Source: an optimization exercise on an open RTL-to-GDS flow (aim: small area, a short achievable clock period and few clock cycles per item). Production flows keep margins and buffers that such runs may drop.
Function was checked by simulation only, so behaviour that the tests miss may differ from the original.

==> indigo: inputs <==
==> flow/design.v <==
module hue_px (
    input  wire        clk,
    input  wire        rst,
    input  wire        in_valid,
    output wire        in_ready,
    input  wire [1:0]  in_op,
    input  wire [15:0] in_a,
    input  wire [15:0] in_b,
    input  wire [7:0]  in_c,
    input  wire [15:0] in_hue,
    output wire        out_valid,
    input  wire        out_ready,
    output wire [15:0] out_a,
    output wire [15:0] out_b,
    output wire [7:0]  out_c
);
    localparam NST = 10;                      
    function integer srows(input integer k);
        srows = (k < 2) ? 0 : (k == 2 || k == NST) ? 1 : 2;
    endfunction
    function integer sdone(input integer k);
        integer i;
        begin sdone = 0; for (i = 1; i < k; i = i + 1) sdone = sdone + srows(i); end
    endfunction
    function integer hrows(input integer k);
        hrows = (k < 2) ? 0 : (k == 2) ? 1 : (k <= 7) ? 2 : (k == 8) ? 1 : 0;
    endfunction
    function integer hdone(input integer k);
        integer i;
        begin hdone = 0; for (i = 1; i < k; i = i + 1) hdone = hdone + hrows(i); end
    endfunction
    localparam HPOST = 9;                     
    reg  kv;                                  
    wire en = !kv;
    assign in_ready = en;
    reg        v0;
    reg [1:0]  op0;
    reg [15:0] f1, f2;
    reg [7:0]  f3;
    always @(posedge clk) begin
        if (rst) v0 <= 1'b0;
        else if (en) v0 <= in_valid;
        if (en) begin
            op0 <= in_op;
            f1  <= (in_op == 2'd2) ? in_hue : in_a;
            f2  <= (in_op == 2'd2) ? {in_a[7:0], in_b[7:0]} : in_b;
            f3  <= in_c;
        end
    end
    wire [7:0] pr = (op0 == 2'd2) ? f2[15:8] : f1[7:0];
    wire [7:0] pg = f2[7:0];
    wire [7:0] pb = f3;
    wire r_ge_g = pr >= pg, r_ge_b = pr >= pb, g_ge_b = pg >= pb, b_ge_r = pb >= pr;
    wire mx_r = r_ge_g && r_ge_b;
    wire mx_g = !mx_r && g_ge_b;
    wire [7:0] mx = mx_r ? pr : (g_ge_b ? pg : pb);
    wire [7:0] mn = (!r_ge_g && !r_ge_b) ? pr : (!g_ge_b ? pg : pb);
    wire [7:0] d  = mx - mn;
    reg [1:0] base; reg neg; reg [7:0] e;
    always @(*) begin
        if (mx_r && g_ge_b)  begin base = 2'd0; neg = 1'b0;    e = pg - pb; end
        else if (mx_r)       begin base = 2'd3; neg = 1'b1;    e = pb - pg; end
        else if (mx_g)       begin base = 2'd1; neg = !b_ge_r; e = b_ge_r ? pb - pr : pr - pb; end
        else                 begin base = 2'd2; neg = !r_ge_g; e = r_ge_g ? pr - pg : pg - pr; end
    end
    wire [15:0] hm = (f1 >= 16'd46080) ? f1 - 16'd46080 :
                     (f1 >= 16'd23040) ? f1 - 16'd23040 : f1;
    reg [2:0] sec;
    always @(*) begin
        if      (hm < 16'd3840)  sec = 3'd0;
        else if (hm < 16'd7680)  sec = 3'd1;
        else if (hm < 16'd11520) sec = 3'd2;
        else if (hm < 16'd15360) sec = 3'd3;
        else if (hm < 16'd19200) sec = 3'd4;
        else                     sec = 3'd5;
    end
    wire [15:0] tt = hm - 16'd7680 * {14'b0, sec[2:1]};
    wire [11:0] u  = (tt >= 16'd3840) ? tt - 16'd3840 : 16'd3840 - tt;
    wire        is1 = (op0 == 2'd1);
    wire [23:0] A  = is1 ? f3 * f2 : {16'b0, d};
    genvar k;
    generate for (k = 1; k <= NST; k = k + 1) begin : st
        reg        vv;
        reg [1:0]  opp, hb;
        reg        hg;
        reg [7:0]  smx, srem, hd, hrem;
        reg [15:0] snq;
        reg [3:0]  hn;
        reg [11:0] hq;
        wire       pv;
        wire [1:0] pop;
        if (k == 1) begin : f
            assign pv = v0; assign pop = op0;
        end else begin : n
            assign pv = st[k-1].vv; assign pop = st[k-1].opp;
        end
        wire isdiv = (pop[0] == pop[1]);       
        wire pis1  = pop[0];                    
        reg [1:0]  nhb;
        reg        nhg;
        reg [7:0]  nsmx, nsrem, nhd, nhrem;
        reg [15:0] nsnq;
        reg [3:0]  nhn;
        reg [11:0] nhq;
        if (k == 1) begin : c1
            always @(*) begin
                nsmx = is1 ? f3 : mx; nhd = d; nhrem = e; {nhg, nhb} = isdiv ? {neg, base} : sec;
                nsnq = A[15:0]; nsrem = A[23:16]; nhq = u; nhn = 4'd0;
            end
        end else begin : cd
            wire [7:0]  pmx = st[k-1].smx;
            wire [7:0]  pd  = st[k-1].hd;
            reg [7:0]  sr, hr;
            reg [15:0] sq;
            reg [3:0]  hnb;
            reg [11:0] hqb;
            reg [8:0]  t;
            reg [9:0]  df;
            reg [11:0] e15;
            reg [23:0] ns;
            integer j;
            always @(*) begin
                if (k == 2) begin
                    ns  = {pd, 16'b0} - {16'b0, pd} + {17'b0, pmx[7:1]};    
                    sr  = ns[23:16]; sq = ns[15:0];
                    e15 = {st[k-1].hrem, 4'b0} - {4'b0, st[k-1].hrem};       
                    hr  = e15[11:4]; hnb = e15[3:0]; hqb = 12'd0;
                end else begin
                    ns = 24'd0; e15 = 12'd0;
                    sr = st[k-1].srem; sq = st[k-1].snq;
                    hr = st[k-1].hrem; hnb = st[k-1].hn; hqb = st[k-1].hq;
                end
                for (j = 0; j < srows(k); j = j + 1) begin
                    t  = {sr, sq[15]};
                    df = {1'b0, t} - {2'b0, pmx};
                    sq = {sq[14:0], !df[9]};
                    sr = df[9] ? t[7:0] : df[7:0];
                end
                for (j = 0; j < hrows(k); j = j + 1) begin
                    t   = {hr, hnb[3]};
                    df  = {1'b0, t} - {2'b0, pd};
                    hnb = {hnb[2:0], 1'b0};
                    hqb = {hqb[10:0], !df[9]};
                    hr  = df[9] ? t[7:0] : df[7:0];
                end
            end
            if (k == HPOST) begin : hp
                wire [14:0] b3840 = {st[k-1].hb, 1'b0} * 15'd3840;
                reg [14:0] Q; reg [7:0] R;
                always @(*) begin
                    if (!st[k-1].hg)  begin Q = b3840 + {3'b0, hqb};         R = hr; end
                    else if (hr == 8'd0) begin Q = b3840 - {3'b0, hqb};      R = 8'd0; end
                    else              begin Q = b3840 - {3'b0, hqb} - 15'd1; R = pd - hr; end
                end
                wire        dz = (pd == 8'd0);
                wire [15:0] H  = dz ? 16'd0 : {1'b0, Q} + {15'b0, ({R, 1'b0} >= {1'b0, pd})};
                wire [8:0]  bk = dz ? 9'd0 : ((Q[14:6] > 9'd359) ? 9'd359 : Q[14:6]);
                wire [15:0] hres = pop[0] ? {7'b0, bk} : H;
                always @(*) begin
                    nsmx = pmx;
                    nsrem = isdiv ? sr : st[k-1].srem; nsnq = isdiv ? sq : st[k-1].snq;
                    nhd = pd; nhb = 2'd0; nhg = 1'b0; nhn = 4'd0;
                    nhq = hres[11:0]; nhrem = {4'b0, hres[15:12]};
                end
            end else if (k > HPOST) begin : ha
                always @(*) begin
                    nsmx = pmx;
                    nsrem = isdiv ? sr : st[k-1].srem; nsnq = isdiv ? sq : st[k-1].snq;
                    nhd = pd; nhb = 2'd0; nhg = 1'b0; nhn = 4'd0;
                    nhq = st[k-1].hq; nhrem = st[k-1].hrem;
                end
            end else if (k == 2) begin : c2
                wire [23:0] a2 = {st[k-1].srem, st[k-1].snq};
                wire [35:0] P  = a2 * st[k-1].hq + (pis1 ? 36'd125827199 : 36'd1919);
                wire [23:0] Z  = a2 + 24'd32767;
                wire [16:0] hl2 = Z[23:16] + Z[15:0];
                wire [7:0]  z1 = Z[23:16] + {7'b0, (hl2 >= 17'd65535)};
                wire [7:0]  zc = pis1 ? pmx - z1 : pmx - pd;
                always @(*) begin
                    nsmx = pmx; nhd = pd;
                    if (isdiv) begin
                        nsrem = sr; nsnq = sq; nhrem = hr; nhn = hnb; nhq = hqb;
                        nhb = st[k-1].hb; nhg = st[k-1].hg;
                    end else begin
                        nsnq = P[23:8]; nsrem = P[35:28]; nhn = P[27:24]; nhq = hqb;
                        nhrem = zc; nhb = st[k-1].hb; nhg = st[k-1].hg;
                    end
                end
            end else if (k == 3) begin : c3
                wire [11:0] xhi = {st[k-1].srem, st[k-1].hn};
                wire [16:0] hl  = xhi + st[k-1].snq;
                wire [11:0] Y   = pis1 ? xhi + {11'b0, (hl >= 17'd65535)} : st[k-1].snq[11:0];
                always @(*) begin
                    nsmx = pmx; nhd = pd; nhn = (hdone(k) + hrows(k) >= 4) ? 4'd0 : hnb;
                    nhb = st[k-1].hb; nhg = st[k-1].hg;
                    nhq = hqb;
                    if (isdiv) begin
                        nsrem = sr; nsnq = sq; nhrem = hr;
                    end else begin
                        nsrem = sr; nsnq = {4'b0, Y}; nhrem = st[k-1].hrem;
                    end
                end
            end else if (k == 4) begin : c4
                wire [11:0] Y   = st[k-1].snq[11:0];
                wire [27:0] Yk  = ({16'b0, Y} + 28'd1) * 28'd4369;
                wire [7:0]  bv  = pmx;
                wire [7:0]  z   = st[k-1].hrem;
                wire [7:0]  xch = bv - Yk[23:16];
                reg [7:0] cr, cg, cb;
                always @(*) begin
                    case ({st[k-1].hg, st[k-1].hb})
                        3'd0:    begin cr = bv;  cg = xch; cb = z;   end
                        3'd1:    begin cr = xch; cg = bv;  cb = z;   end
                        3'd2:    begin cr = z;   cg = bv;  cb = xch; end
                        3'd3:    begin cr = z;   cg = xch; cb = bv;  end
                        3'd4:    begin cr = xch; cg = z;   cb = bv;  end
                        default: begin cr = bv;  cg = z;   cb = xch; end
                    endcase
                    nsmx = pmx; nhd = pd; nhn = (hdone(k) + hrows(k) >= 4) ? 4'd0 : hnb; nhrem = hr; nhq = hqb;
                    nhb = st[k-1].hb; nhg = st[k-1].hg;
                    if (isdiv) begin nsrem = sr; nsnq = sq; end
                    else begin nsrem = cb; nsnq = {cr, cg}; end
                end
            end else begin : cn
                always @(*) begin
                    nsmx = pmx; nhd = pd; nhn = (hdone(k) + hrows(k) >= 4) ? 4'd0 : hnb; nhrem = hr; nhq = hqb;
                    nhb = st[k-1].hb; nhg = st[k-1].hg;
                    if (isdiv) begin nsrem = sr; nsnq = sq; end
                    else begin nsrem = st[k-1].srem; nsnq = st[k-1].snq; end
                end
            end
        end
        always @(posedge clk) begin
            if (rst) vv <= 1'b0;
            else if (en) vv <= pv;
            if (en) begin
                opp <= pop; smx <= nsmx; srem <= nsrem; snq <= nsnq;
                hd <= nhd; hrem <= nhrem; hn <= nhn; hq <= nhq; hb <= nhb; hg <= nhg;
            end
        end
    end endgenerate
    wire [1:0]  lop = st[NST].opp;
    wire [15:0] S   = (st[NST].smx == 8'd0) ? 16'd0 : st[NST].snq;
    wire [15:0] hres = {st[NST].hrem[3:0], st[NST].hq};
    reg  [39:0] x;
    always @(*) begin
        case (lop)
            2'd0:    x = {hres, S, st[NST].smx};
            2'd3:    x = {hres, 24'd0};
            default: x = {8'b0, st[NST].snq[15:8], 8'b0, st[NST].snq[7:0], st[NST].srem};
        endcase
    end
    wire xv = st[NST].vv;
    reg        ov;
    reg [39:0] od, kd;
    always @(posedge clk) begin
        if (rst) begin
            ov <= 1'b0;
            kv <= 1'b0;
        end else if (kv) begin
            if (out_ready) kv <= 1'b0;
        end else if (!ov || out_ready) begin
            ov <= xv;
        end else if (xv) begin
            kv <= 1'b1;
        end
        if (kv) begin
            if (out_ready) od <= kd;
        end else if (!ov || out_ready) begin
            od <= x;
        end else begin
            kd <= x;
        end
    end
    assign out_valid = ov;
    assign out_a = od[39:24];
    assign out_b = od[23:8];
    assign out_c = od[7:0];
endmodule
==> flow/run.sh <==
#!/bin/bash
# synth_recipe.tcl (not shown) runs the flow's synth.tcl, then flattens the netlist and writes it again
# the make line also repeats each setting of config.mk as NAME=value (left out here)
make -C /OpenROAD-flow-scripts/flow DESIGN_CONFIG=/design/flow/config.mk WORK_HOME=/design/flow/orfs CLKGATE_MAP_FILE= SYNTH_SCRIPT=/design/flow/synth_recipe.tcl finish
==> flow/config.mk <==
export PLATFORM = sky130hd
export DESIGN_NAME = hue_px
export DESIGN_NICKNAME = hue_px
export VERILOG_FILES = /design/flow/design.v
export SDC_FILE = /design/flow/constraint.sdc
export NUM_CORES = 4
export LEC_CHECK = 0
export CAP_MARGIN = 20
export CORE_MARGIN = 2
export CORE_UTILIZATION = 40
export SLEW_MARGIN = 20
==> flow/constraint.sdc <==
create_clock -name core_clock -period 16.0 [get_ports {clk}]
set_input_delay 3.2000 -clock core_clock [delete_from_list [all_inputs] [get_ports {clk}]]
set_output_delay 3.2000 -clock core_clock [all_outputs]
set_load 0.01 [all_outputs]
==> inputs of juniper, as changes to indigo <==
==> flow/design.v, changed modules only <==
module hue_px (
    input  wire        clk,
    input  wire        rst,
    input  wire        in_valid,
    output wire        in_ready,
    input  wire [1:0]  in_op,
    input  wire [15:0] in_a,
    input  wire [15:0] in_b,
    input  wire [7:0]  in_c,
    input  wire [15:0] in_hue,
    output wire        out_valid,
    input  wire        out_ready,
    output wire [15:0] out_a,
    output wire [15:0] out_b,
    output wire [7:0]  out_c
);
    localparam NST = 10;                      
    function integer srows(input integer k);
        srows = (k < 2) ? 0 : (k == 2 || k == NST) ? 1 : 2;
    endfunction
    function integer sdone(input integer k);
        integer i;
        begin sdone = 0; for (i = 1; i < k; i = i + 1) sdone = sdone + srows(i); end
    endfunction
    function integer hrows(input integer k);
        hrows = (k < 2) ? 0 : (k == 2) ? 1 : (k <= 7) ? 2 : (k == 8) ? 1 : 0;
    endfunction
    function integer hdone(input integer k);
        integer i;
        begin hdone = 0; for (i = 1; i < k; i = i + 1) hdone = hdone + hrows(i); end
    endfunction
    localparam HPOST = 9;                     
    reg  kv, rdy;                             
    wire en = !kv;
    assign in_ready = rdy;                
    reg        v0;
    reg [1:0]  op0;
    reg [7:0]  fr, fg, fc, fy, ft;
    always @(posedge clk) begin
        if (rst) v0 <= 1'b0;
        else if (en) v0 <= in_valid;
        if (en) begin
            op0 <= in_op;
            fr  <= in_a[7:0];
            fg  <= in_b[7:0];
            fc  <= in_c;
            fy  <= (in_op == 2'd2) ? in_hue[15:8] : in_a[15:8];
            ft  <= (in_op == 2'd2) ? in_hue[7:0]  : in_b[15:8];
        end
    end
    wire [7:0] pr = fr;
    wire [7:0] pg = fg;
    wire [7:0] pb = fc;
    wire r_ge_g = pr >= pg, r_ge_b = pr >= pb, g_ge_b = pg >= pb, b_ge_r = pb >= pr;
    wire mx_r = r_ge_g && r_ge_b;
    wire mx_g = !mx_r && g_ge_b;
    wire [7:0] mx = mx_r ? pr : (g_ge_b ? pg : pb);
    wire [7:0] mn = (!r_ge_g && !r_ge_b) ? pr : (!g_ge_b ? pg : pb);
    wire [7:0] d  = mx - mn;
    reg [1:0] base; reg neg; reg [7:0] e;
    always @(*) begin
        if (mx_r && g_ge_b)  begin base = 2'd0; neg = 1'b0;    e = pg - pb; end
        else if (mx_r)       begin base = 2'd3; neg = 1'b1;    e = pb - pg; end
        else if (mx_g)       begin base = 2'd1; neg = !b_ge_r; e = b_ge_r ? pb - pr : pr - pb; end
        else                 begin base = 2'd2; neg = !r_ge_g; e = r_ge_g ? pr - pg : pg - pr; end
    end
    wire [15:0] hsel = {fy, (op0 == 2'd2) ? ft : fr};
    reg  [4:0]  hn5;
    integer q;
    always @(*) begin
        hn5 = 5'd0;
        for (q = 1; q <= 17; q = q + 1)
            if (hsel >= q * 3840) hn5 = q;
    end
    reg [2:0]  sec;
    reg [15:0] hlo;
    always @(*) begin
        case (hn5)
            5'd0, 5'd6,  5'd12: sec = 3'd0;
            5'd1, 5'd7,  5'd13: sec = 3'd1;
            5'd2, 5'd8,  5'd14: sec = 3'd2;
            5'd3, 5'd9,  5'd15: sec = 3'd3;
            5'd4, 5'd10, 5'd16: sec = 3'd4;
            default:            sec = 3'd5;
        endcase
        hlo = hn5 * 16'd3840;
    end
    wire [15:0] ofs = hsel - hlo;                  
    wire [15:0] ofn = (hlo + 16'd3840) - hsel;     
    wire [11:0] u   = sec[0] ? ofs[11:0] : ofn[11:0];
    wire        is1 = (op0 == 2'd1);
    wire [23:0] A   = is1 ? fc * {ft, fg} : {16'b0, d};
    genvar k;
    generate for (k = 1; k <= NST; k = k + 1) begin : st
        reg        vv;
        reg [1:0]  opp, hb;
        reg        hg;
        reg [7:0]  smx, srem, hd, hrem;
        reg [15:0] snq;
        reg [3:0]  hn;
        reg [11:0] hq;
        reg [9:0]  xa;                          
        wire       pv;
        wire [1:0] pop;
        if (k == 1) begin : f
            assign pv = v0; assign pop = op0;
        end else begin : n
            assign pv = st[k-1].vv; assign pop = st[k-1].opp;
        end
        wire isdiv = (pop[0] == pop[1]);       
        wire pis1  = pop[0];                    
        reg [1:0]  nhb;
        reg        nhg;
        reg [7:0]  nsmx, nsrem, nhd, nhrem;
        reg [15:0] nsnq;
        reg [3:0]  nhn;
        reg [11:0] nhq;
        if (k == 1) begin : c1
            always @(*) begin
                nsmx = is1 ? fc : mx; nhd = d; nhrem = e; {nhg, nhb} = isdiv ? {neg, base} : sec;
                nsnq = A[15:0]; nsrem = A[23:16]; nhq = u; nhn = 4'd0;
            end
        end else begin : cd
            wire [7:0]  pmx = st[k-1].smx;
            wire [7:0]  pd  = st[k-1].hd;
            reg [7:0]  sr, hr;
            reg [15:0] sq;
            reg [3:0]  hnb;
            reg [11:0] hqb;
            reg [8:0]  t;
            reg [9:0]  df;
            reg [11:0] e15;
            reg [23:0] ns;
            integer j;
            always @(*) begin
                if (k == 2) begin
                    ns  = {pd, 16'b0} - {16'b0, pd} + {17'b0, pmx[7:1]};    
                    sr  = ns[23:16]; sq = ns[15:0];
                    e15 = {st[k-1].hrem, 4'b0} - {4'b0, st[k-1].hrem};       
                    hr  = e15[11:4]; hnb = e15[3:0]; hqb = 12'd0;
                end else begin
                    ns = 24'd0; e15 = 12'd0;
                    sr = st[k-1].srem; sq = st[k-1].snq;
                    hr = st[k-1].hrem; hnb = st[k-1].hn; hqb = st[k-1].hq;
                end
                for (j = 0; j < srows(k); j = j + 1) begin
                    t  = {sr, sq[15]};
                    df = {1'b0, t} - {2'b0, pmx};
                    sq = {sq[14:0], !df[9]};
                    sr = df[9] ? t[7:0] : df[7:0];
                end
                for (j = 0; j < hrows(k); j = j + 1) begin
                    t   = {hr, hnb[3]};
                    df  = {1'b0, t} - {2'b0, pd};
                    hnb = {hnb[2:0], 1'b0};
                    hqb = {hqb[10:0], !df[9]};
                    hr  = df[9] ? t[7:0] : df[7:0];
                end
            end
            if (k == HPOST) begin : hp
                wire [14:0] b3840 = {st[k-1].hb, 1'b0} * 15'd3840;
                reg [14:0] Q; reg [7:0] R;
                always @(*) begin
                    if (!st[k-1].hg)  begin Q = b3840 + {3'b0, hqb};         R = hr; end
                    else if (hr == 8'd0) begin Q = b3840 - {3'b0, hqb};      R = 8'd0; end
                    else              begin Q = b3840 - {3'b0, hqb} - 15'd1; R = pd - hr; end
                end
                wire        dz = (pd == 8'd0);
                wire [15:0] H  = dz ? 16'd0 : {1'b0, Q} + {15'b0, ({R, 1'b0} >= {1'b0, pd})};
                wire [8:0]  bk = dz ? 9'd0 : ((Q[14:6] > 9'd359) ? 9'd359 : Q[14:6]);
                wire [15:0] hres = pop[0] ? {7'b0, bk} : H;
                always @(*) begin
                    nsmx = pmx;
                    nsrem = isdiv ? sr : st[k-1].srem; nsnq = isdiv ? sq : st[k-1].snq;
                    nhd = pd; nhb = 2'd0; nhg = 1'b0; nhn = 4'd0;
                    nhq = hres[11:0]; nhrem = {4'b0, hres[15:12]};
                end
            end else if (k > HPOST) begin : ha
                always @(*) begin
                    nsmx = pmx;
                    nsrem = isdiv ? sr : st[k-1].srem; nsnq = isdiv ? sq : st[k-1].snq;
                    nhd = pd; nhb = 2'd0; nhg = 1'b0; nhn = 4'd0;
                    nhq = st[k-1].hq; nhrem = st[k-1].hrem;
                end
            end else if (k == 2) begin : c2
                wire [23:0] a2 = {st[k-1].srem, st[k-1].snq};
                wire [11:0] uu = st[k-1].hq;
                wire [30:0] PL = a2 * uu[5:0] + (pis1 ? 31'd125827199 : 31'd1919);
                wire [29:0] PH = a2 * uu[11:6];
                wire [16:0] hl2 = {9'b0, a2[23:16]} + {1'b0, a2[15:0]};
                wire [7:0]  vz  = pmx - a2[23:16];
                wire [1:0]  zd  = {1'b0, (hl2 >= 17'd32768)};
                wire [7:0]  zc  = pis1 ? vz - {6'b0, zd} : pmx - pd;
                always @(*) begin
                    nsmx = pmx; nhb = st[k-1].hb; nhg = st[k-1].hg;
                    if (isdiv) begin
                        nsrem = sr; nsnq = sq; nhrem = hr; nhn = hnb; nhq = hqb; nhd = pd;
                    end else begin
                        {nsrem, nsnq, nhn} = {PL[30:6], 3'b0};
                        {nhq, nhd} = PH[29:10];
                        nhrem = zc;
                    end
                end
                always @(posedge clk) if (en) xa <= PH[9:0];
            end else if (k == 3) begin : c3
                wire [29:0] PH  = {st[k-1].hq, st[k-1].hd, st[k-1].xa};
                wire [24:0] PLh = {st[k-1].srem, st[k-1].snq, st[k-1].hn[3]};
                wire [29:0] P6  = PH + {5'b0, PLh};            
                wire [27:0] X   = P6[29:2];
                wire [11:0] xhi = X[27:16];
                wire [16:0] hl  = xhi + X[15:0];
                wire        cy  = pis1 && (hl >= 17'd65535);
                wire [11:0] Y   = pis1 ? xhi : X[11:0];
                always @(*) begin
                    nsmx = pmx; nhd = pd; nhn = (hdone(k) + hrows(k) >= 4) ? 4'd0 : hnb;
                    nhb = st[k-1].hb; nhg = st[k-1].hg;
                    nhq = hqb;
                    if (isdiv) begin
                        nsrem = sr; nsnq = sq; nhrem = hr;
                    end else begin
                        nsrem = sr; nsnq = {3'b0, cy, Y}; nhrem = st[k-1].hrem;
                    end
                end
            end else if (k == 4) begin : c4
                wire [12:0] Y1  = {1'b0, st[k-1].snq[11:0]} + {12'b0, st[k-1].snq[12]} + 13'd1;
                wire [28:0] Yk  = Y1 * 16'd4369;
                always @(*) begin
                    nsmx = pmx; nhd = pd; nhn = (hdone(k) + hrows(k) >= 4) ? 4'd0 : hnb; nhq = hqb;
                    nhb = st[k-1].hb; nhg = st[k-1].hg;
                    if (isdiv) begin nsrem = sr; nsnq = sq; nhrem = hr; end
                    else begin nsrem = sr; nsnq = {8'b0, Yk[23:16]}; nhrem = st[k-1].hrem; end
                end
            end else if (k == 5) begin : c5
                wire [7:0]  bv  = pmx;
                wire [7:0]  z   = st[k-1].hrem;
                wire [7:0]  xch = bv - st[k-1].snq[7:0];
                reg [7:0] cr, cg, cb;
                always @(*) begin
                    case ({st[k-1].hg, st[k-1].hb})
                        3'd0:    begin cr = bv;  cg = xch; cb = z;   end
                        3'd1:    begin cr = xch; cg = bv;  cb = z;   end
                        3'd2:    begin cr = z;   cg = bv;  cb = xch; end
                        3'd3:    begin cr = z;   cg = xch; cb = bv;  end
                        3'd4:    begin cr = xch; cg = z;   cb = bv;  end
                        default: begin cr = bv;  cg = z;   cb = xch; end
                    endcase
                    nsmx = pmx; nhd = pd; nhn = (hdone(k) + hrows(k) >= 4) ? 4'd0 : hnb; nhrem = hr; nhq = hqb;
                    nhb = st[k-1].hb; nhg = st[k-1].hg;
                    if (isdiv) begin nsrem = sr; nsnq = sq; end
                    else begin nsrem = cb; nsnq = {cr, cg}; end
                end
            end else begin : cn
                always @(*) begin
                    nsmx = pmx; nhd = pd; nhn = (hdone(k) + hrows(k) >= 4) ? 4'd0 : hnb; nhrem = hr; nhq = hqb;
                    nhb = st[k-1].hb; nhg = st[k-1].hg;
                    if (isdiv) begin nsrem = sr; nsnq = sq; end
                    else begin nsrem = st[k-1].srem; nsnq = st[k-1].snq; end
                end
            end
        end
        always @(posedge clk) begin
            if (rst) vv <= 1'b0;
            else if (en) vv <= pv;
            if (en) begin
                opp <= pop; smx <= nsmx; srem <= nsrem; snq <= nsnq;
                hd <= nhd; hrem <= nhrem; hn <= nhn; hq <= nhq; hb <= nhb; hg <= nhg;
            end
        end
    end endgenerate
    wire [1:0]  lop = st[NST].opp;
    wire [15:0] S   = (st[NST].smx == 8'd0) ? 16'd0 : st[NST].snq;
    wire [15:0] hres = {st[NST].hrem[3:0], st[NST].hq};
    reg  [39:0] x;
    always @(*) begin
        case (lop)
            2'd0:    x = {hres, S, st[NST].smx};
            2'd3:    x = {hres, 24'd0};
            default: x = {8'b0, st[NST].snq[15:8], 8'b0, st[NST].snq[7:0], st[NST].srem};
        endcase
    end
    wire xv = st[NST].vv;
    reg        ov;
    reg [39:0] od, kd;
    reg        kv_n;
    always @(*) begin
        if (kv)                    kv_n = !out_ready;
        else if (!ov || out_ready) kv_n = 1'b0;
        else                       kv_n = xv;
    end
    always @(posedge clk) begin
        if (rst) begin
            ov  <= 1'b0;
            kv  <= 1'b0;
            rdy <= 1'b1;
        end else begin
            kv  <= kv_n;
            rdy <= !kv_n;
            if (!kv && (!ov || out_ready)) ov <= xv;
        end
        if (kv) begin
            if (out_ready) od <= kd;
        end else if (!ov || out_ready) begin
            od <= x;
        end else begin
            kd <= x;
        end
    end
    assign out_valid = ov;
    assign out_a = od[39:24];
    assign out_b = od[23:8];
    assign out_c = od[7:0];
endmodule
ABC_AREA = 1   (was default)
==> qor summary <==
metric                                                               juniper       indigo
Layout fillers                                                        14.95k       14.23k
Pre-antenna DRT Iters                                                      6            7
Sequential cell area in the final layout                         22230 sq um  21640 sq um
Critical Path Max Stage Delay                                         870 ps       770 ps
Adder-Cell Fraction of Synth Area                                     22.67%       23.86%
FFs & Latches                                                            745          725
X dimension of the die                                              398.0 um     394.3 um
Hold path startpoint                                             st[3].hq[0]  st[4].hq[3]
Run status                                          timing/DRC/antenna clean  timing/DRC/antenna clean
Post-route fraction of the period consumed by the critical path       35.85%       44.42%
Count of state elements after synthesis                                  745          725
Final Net Count                                                         8297         7030
Sequential cell area fraction in the yosys report                     35.80%       35.51%
Max-slew headroom at the worst pin                                    25.87%       27.06%
Clk sink count                                                           745          725
Buf/Inv on CP                                                              1            3
Final routed wirelength across all metal layers                    155600 um    140300 um
Leading cell type in the layout, fill and taps excluded              nand2_1     edfxtp_1
Starting Density                                                      40.31%       40.22%
Multi-In Gates                                                          5099         4376
Testbench counts of indigo, summed over its fixed seeds: cycles 9,696, items 9,600.
Testbench counts of juniper, summed over its fixed seeds: cycles 9,696, items 9,600.

-- afterwards: timing with drivers on the ports --
The flow's constraints put no driver on any port. The routed layouts listed below were extracted and timed again, unchanged, in two steps. Step 1: set_driving_cell puts a clkbuf_16 on clk and a buf_2 on each other input, an assumption about the parent block. Step 2 moves the port delays by t, midway between the first and last clock arrival at a register: inputs arrive t later, outputs are due t later. That takes back most of the time a late clock gives input paths. Slacks: no drivers / after step 1 / after step 2; pairs: no drivers / after step 1.
run | t, ns | setup WS [ns] | slew at the worst register clock pin (ns) | pins driven straight from the clock port
indigo | 0.744 | 8.892 / 8.892 / 8.892 | 0.07 / 0.07 | 1
juniper | 0.757 | 10.264 / 10.264 / 10.264 | 0.07 / 0.07 | 1
After both steps setup and hold are still met in every run listed.
